Background: an optimization exercise with open tools, aiming at a short achievable clock period and few clock cycles. Do not read the settings as production practice. In this exercise RTL edits were held to simulation tests only and were not proved equivalent to the original. Power figures rest on the tool's default switching activity, not on a simulated workload.

==> 12-14 <==
==> flow/design.v (excerpt) <==
module framer (
    input  wire        clk,
    input  wire        rst,         
    input  wire        bus_we,
    input  wire [7:0]  bus_addr,
    input  wire [31:0] bus_wdata,
    output reg  [31:0] bus_rdata,
    output wire [7:0]  tx_data,
    output wire        tx_last,
    output wire        tx_valid,
    input  wire        tx_ready
);
==> flow/config.mk <==
export PLATFORM = sky130hd
export DESIGN_NAME = framer
export DESIGN_NICKNAME = framer
export VERILOG_FILES = /design/flow/design.v
export SDC_FILE = /design/flow/constraint.sdc
export NUM_CORES = 4
export LEC_CHECK = 0
export ABC_CLOCK_PERIOD_IN_PS = 4000
export CAP_MARGIN = 20
export CORE_MARGIN = 2
export CORE_UTILIZATION = 40
export SETUP_SLACK_MARGIN = 4
export SLEW_MARGIN = 20
==> flow/constraint.sdc <==
create_clock -name core_clock -period 10.0 [get_ports {clk}]
set_input_delay 2.0000 -clock core_clock [delete_from_list [all_inputs] [get_ports {clk}]]
set_output_delay 2.0000 -clock core_clock [all_outputs]
set_load 0.01 [all_outputs]
run.sh (not shown) runs the stock make flow with config.mk's settings and CLKGATE_MAP_FILE= SYNTH_SCRIPT=/design/flow/synth_recipe.tcl, a recipe that flattens the netlist after the stock synthesis.
==> inputs of 05-08, as changes to 12-14 <==
--- a/flow/design.v
+++ b/flow/design.v
@@ -440,22 +440,12 @@
     wire [7:0] rpm_body_sum = 8'hB7 + 8'hB8 + 8'h01 + 8'hCF + 8'h07 + 8'h01
                             + rpm_l[7:0] + rpm_l[15:8] + 8'h01
                             + rpm_r[7:0] + rpm_r[15:8] + 8'h00;
     wire [7:0] rpm_ck = 8'd0 - rpm_body_sum;
     wire        psel = (rxcnt >= 5'd12);         
-    reg         pre_m, pre_a;
-    always @(posedge clk) begin
-        if (accept) begin
-            pre_m <= 1'b0;
-            pre_a <= 1'b0;
-        end else if (rx_app) begin
-            pre_m <= (rxcnt == 5'd10 || rxcnt == 5'd17);
-            pre_a <= (rxcnt == 5'd9  || rxcnt == 5'd16);
-        end
-    end
-    wire        rld  = rx_app && pre_m;
-    wire        rlda = rx_app && pre_a;
+    wire        rld  = rx_app && (rxcnt == 5'd11 || rxcnt == 5'd18);
+    wire        rlda = rx_app && (rxcnt == 5'd10 || rxcnt == 5'd17);
     wire [63:0] ru_q1, ru_q2;
     rot_unit u_rot (.clk(clk), .lda(rlda), .ld(rld), .din(rx_data),
                     .b0(psel ? rxb[15] : rxb[8]),
                     .b1(psel ? rxb[16] : rxb[9]),
                     .b2(psel ? rxb[17] : rxb[10]),
- SETUP_SLACK_MARGIN: 4 -> 5
==> inputs of 03-01, as changes to 12-14 <==
--- a/flow/design.v
+++ b/flow/design.v
@@ -440,22 +440,12 @@
     wire [7:0] rpm_body_sum = 8'hB7 + 8'hB8 + 8'h01 + 8'hCF + 8'h07 + 8'h01
                             + rpm_l[7:0] + rpm_l[15:8] + 8'h01
                             + rpm_r[7:0] + rpm_r[15:8] + 8'h00;
     wire [7:0] rpm_ck = 8'd0 - rpm_body_sum;
     wire        psel = (rxcnt >= 5'd12);         
-    reg         pre_m, pre_a;
-    always @(posedge clk) begin
-        if (accept) begin
-            pre_m <= 1'b0;
-            pre_a <= 1'b0;
-        end else if (rx_app) begin
-            pre_m <= (rxcnt == 5'd10 || rxcnt == 5'd17);
-            pre_a <= (rxcnt == 5'd9  || rxcnt == 5'd16);
-        end
-    end
-    wire        rld  = rx_app && pre_m;
-    wire        rlda = rx_app && pre_a;
+    wire        rld  = rx_app && (rxcnt == 5'd11 || rxcnt == 5'd18);
+    wire        rlda = rx_app && (rxcnt == 5'd10 || rxcnt == 5'd17);
     wire [63:0] ru_q1, ru_q2;
     rot_unit u_rot (.clk(clk), .lda(rlda), .ld(rld), .din(rx_data),
                     .b0(psel ? rxb[15] : rxb[8]),
                     .b1(psel ? rxb[16] : rxb[9]),
                     .b2(psel ? rxb[17] : rxb[10]),
- CORE_UTILIZATION: 40 -> 30
==> notes.md <==
quantity                                                                 03-01        05-08        12-14
Total number of clock tree sinks                                         1,481        1,481        1,483
Row count                                                                  223          193          193
Synth unique cells                                                         102          102          107
Vias                                                                    82,746       86,674       84,182
Sequential cell fraction of total power                                  0.481        0.471        0.480
Share of layout cells above drive strength 1                             0.114        0.200        0.111
Vias per std cell                                                         5.33         5.86         5.84
Final worst clock skew                                               0.0619 ns    0.0715 ns    0.0809 ns
Post-synth top area share                                                0.275        0.275        0.275
Layout-stage area growth over the synthesis result                       12.3%        19.2%        11.0%
Clk Latency, worst-skew pair                                           0.83 ns      0.88 ns      0.86 ns
Number of antenna violations at the first check in global routing           18           15            7
Number of placed instances with taps included                           15,152       14,026       14,042
Overall die area                                                   374,000 um2  281,000 um2  281,000 um2
Average instance area after synthesis                                 10.4 um2     10.4 um2     10.4 um2
Status                                        no timing/DRC/antenna violations  no timing/DRC/antenna violations  no timing/DRC/antenna violations
Aggregate routed wire length                                        387,000 um   425,000 um   409,000 um
CTS Buf Count                                                              158          160          161
Layout inverter count without the clock tree                             1,294        1,296        1,298
Final weighted congestion in routability-driven placement                0.987         1.03         1.05
Synthesized-area fraction occupied by xor and xnor cells                0.0382       0.0382       0.0401
Iteration-0 DRC count of the detailed router                            10,238       10,211       10,213
Initial Util                                                             0.301        0.401        0.401
Combinational power                                                    1.05 mW      1.06 mW      1.02 mW
Fin util                                                                 0.338        0.479        0.445
Total design power                                                     13.7 mW      14.0 mW      13.8 mW
Die Span Y                                                              611 um       530 um       530 um
Testbench counts of 12-14, summed over its fixed seeds: cycles 13,975.
Testbench counts of 05-08, summed over its fixed seeds: cycles 13,975.
Testbench counts of 03-01, summed over its fixed seeds: cycles 13,975.

==> run H: inputs <==
RTL: one of the versions met above, not the one the previous note started from.
Design framer, start of the top module:
module framer (
    input  wire        clk,
    input  wire        rst,         
    input  wire        bus_we,
    input  wire [7:0]  bus_addr,
    input  wire [31:0] bus_wdata,
    output reg  [31:0] bus_rdata,
    output wire [7:0]  tx_data,
    output wire        tx_last,
    output wire        tx_valid,
    input  wire        tx_ready
);
==> flow/config.mk <==
export PLATFORM = sky130hd
export DESIGN_NAME = framer
export DESIGN_NICKNAME = framer
export VERILOG_FILES = /design/flow/design.v
export SDC_FILE = /design/flow/constraint.sdc
export NUM_CORES = 4
export LEC_CHECK = 0
export ABC_CLOCK_PERIOD_IN_PS = 4000
export CAP_MARGIN = 20
export CORE_MARGIN = 2
export CORE_UTILIZATION = 40
export PLACE_DENSITY = 0.75
export SETUP_SLACK_MARGIN = 4
export SLEW_MARGIN = 20
==> flow/constraint.sdc <==
create_clock -name core_clock -period 10.0 [get_ports {clk}]
set_input_delay 2.0000 -clock core_clock [delete_from_list [all_inputs] [get_ports {clk}]]
set_output_delay 2.0000 -clock core_clock [all_outputs]
set_load 0.01 [all_outputs]
==> run Z (differences from run H) <==
CORE_UTILIZATION = 55   (was 40)
PLACE_DENSITY = default   (was 0.75)
==> impl_metrics.tcl <==
set metrics [dict create \
    powerDensity_mw_per_mm2 110 \
    vias 85283 \
    wl_met3_mm 47.1 \
    r2r-end "u_rot.lz1[4]" \
    wl_met2_mm 163 \
    met3_usage 0.0643 \
    grt_max_degree 160 \
    nonClkBufAreaFrac 0.0237 \
    dr.pass1.iters 10 \
    outcome "no timing/DRC/antenna violations" \
    crit_buf_inv 5 \
    num_tap_cells 3705 \
    signal_buffers 292 \
    cp.depth 14 \
    pg_clk_w 0.00590 \
    tightest_slew_ns 1.26 \
]
(the above is from run H)
==> impl_metrics.tcl <==
set metrics [dict create \
    signal_buffers 341 \
    wl_met2_mm 182 \
    nonClkBufAreaFrac 0.0277 \
    vias 84996 \
    cp.depth 12 \
    fp-row-count 164 \
    met3_usage 0.0707 \
    pg_clk_w 0.00617 \
    tightest_slew_ns 1.22 \
    powerDensity_mw_per_mm2 113 \
    grt_max_degree 142 \
    crit_buf_inv 4 \
    outcome "no timing/DRC/antenna violations" \
    dr.pass1.iters 7 \
    num_tap_cells 2656 \
]
(the above is from run Z)
Testbench counts of run H, summed over its fixed seeds: cycles 13,975.
Testbench counts of run Z, summed over its fixed seeds: cycles 13,975.

[static timing again, ports no longer ideal]
The flow's constraints put no driver on any port. The routed layouts listed below were extracted and timed again, unchanged, in two steps.
Step 1 assumes that a clkbuf_16 drives the clock port and a buf_2 every other input.
Step 2 times the ports against the registers' clock, not the clock port: input delays grow and output delays shrink by t, the midpoint of the rising clock arrivals with the driver on.
Three values: ideal, step 1, step 2; two values: the first two.
run | t (ns) | setup slack, ns | cell pins on the clock port's net
12-14 | 0.919 | 3.657 / 3.602 / 3.211 | 1
05-08 | 0.933 | 3.831 / 3.783 / 3.783 | 1
03-01 | 0.909 | 3.758 / 3.705 / 3.153 | 1
run H | 0.873 | 3.712 / 3.663 / 3.248 | 1
run Z | 0.893 | 3.783 / 3.751 / 3.307 | 1
After both steps setup and hold are still met in every run listed. The setup slack of 03-01, which loses most, moves by -0.053 ns with the drivers and by -0.605 ns with both steps.
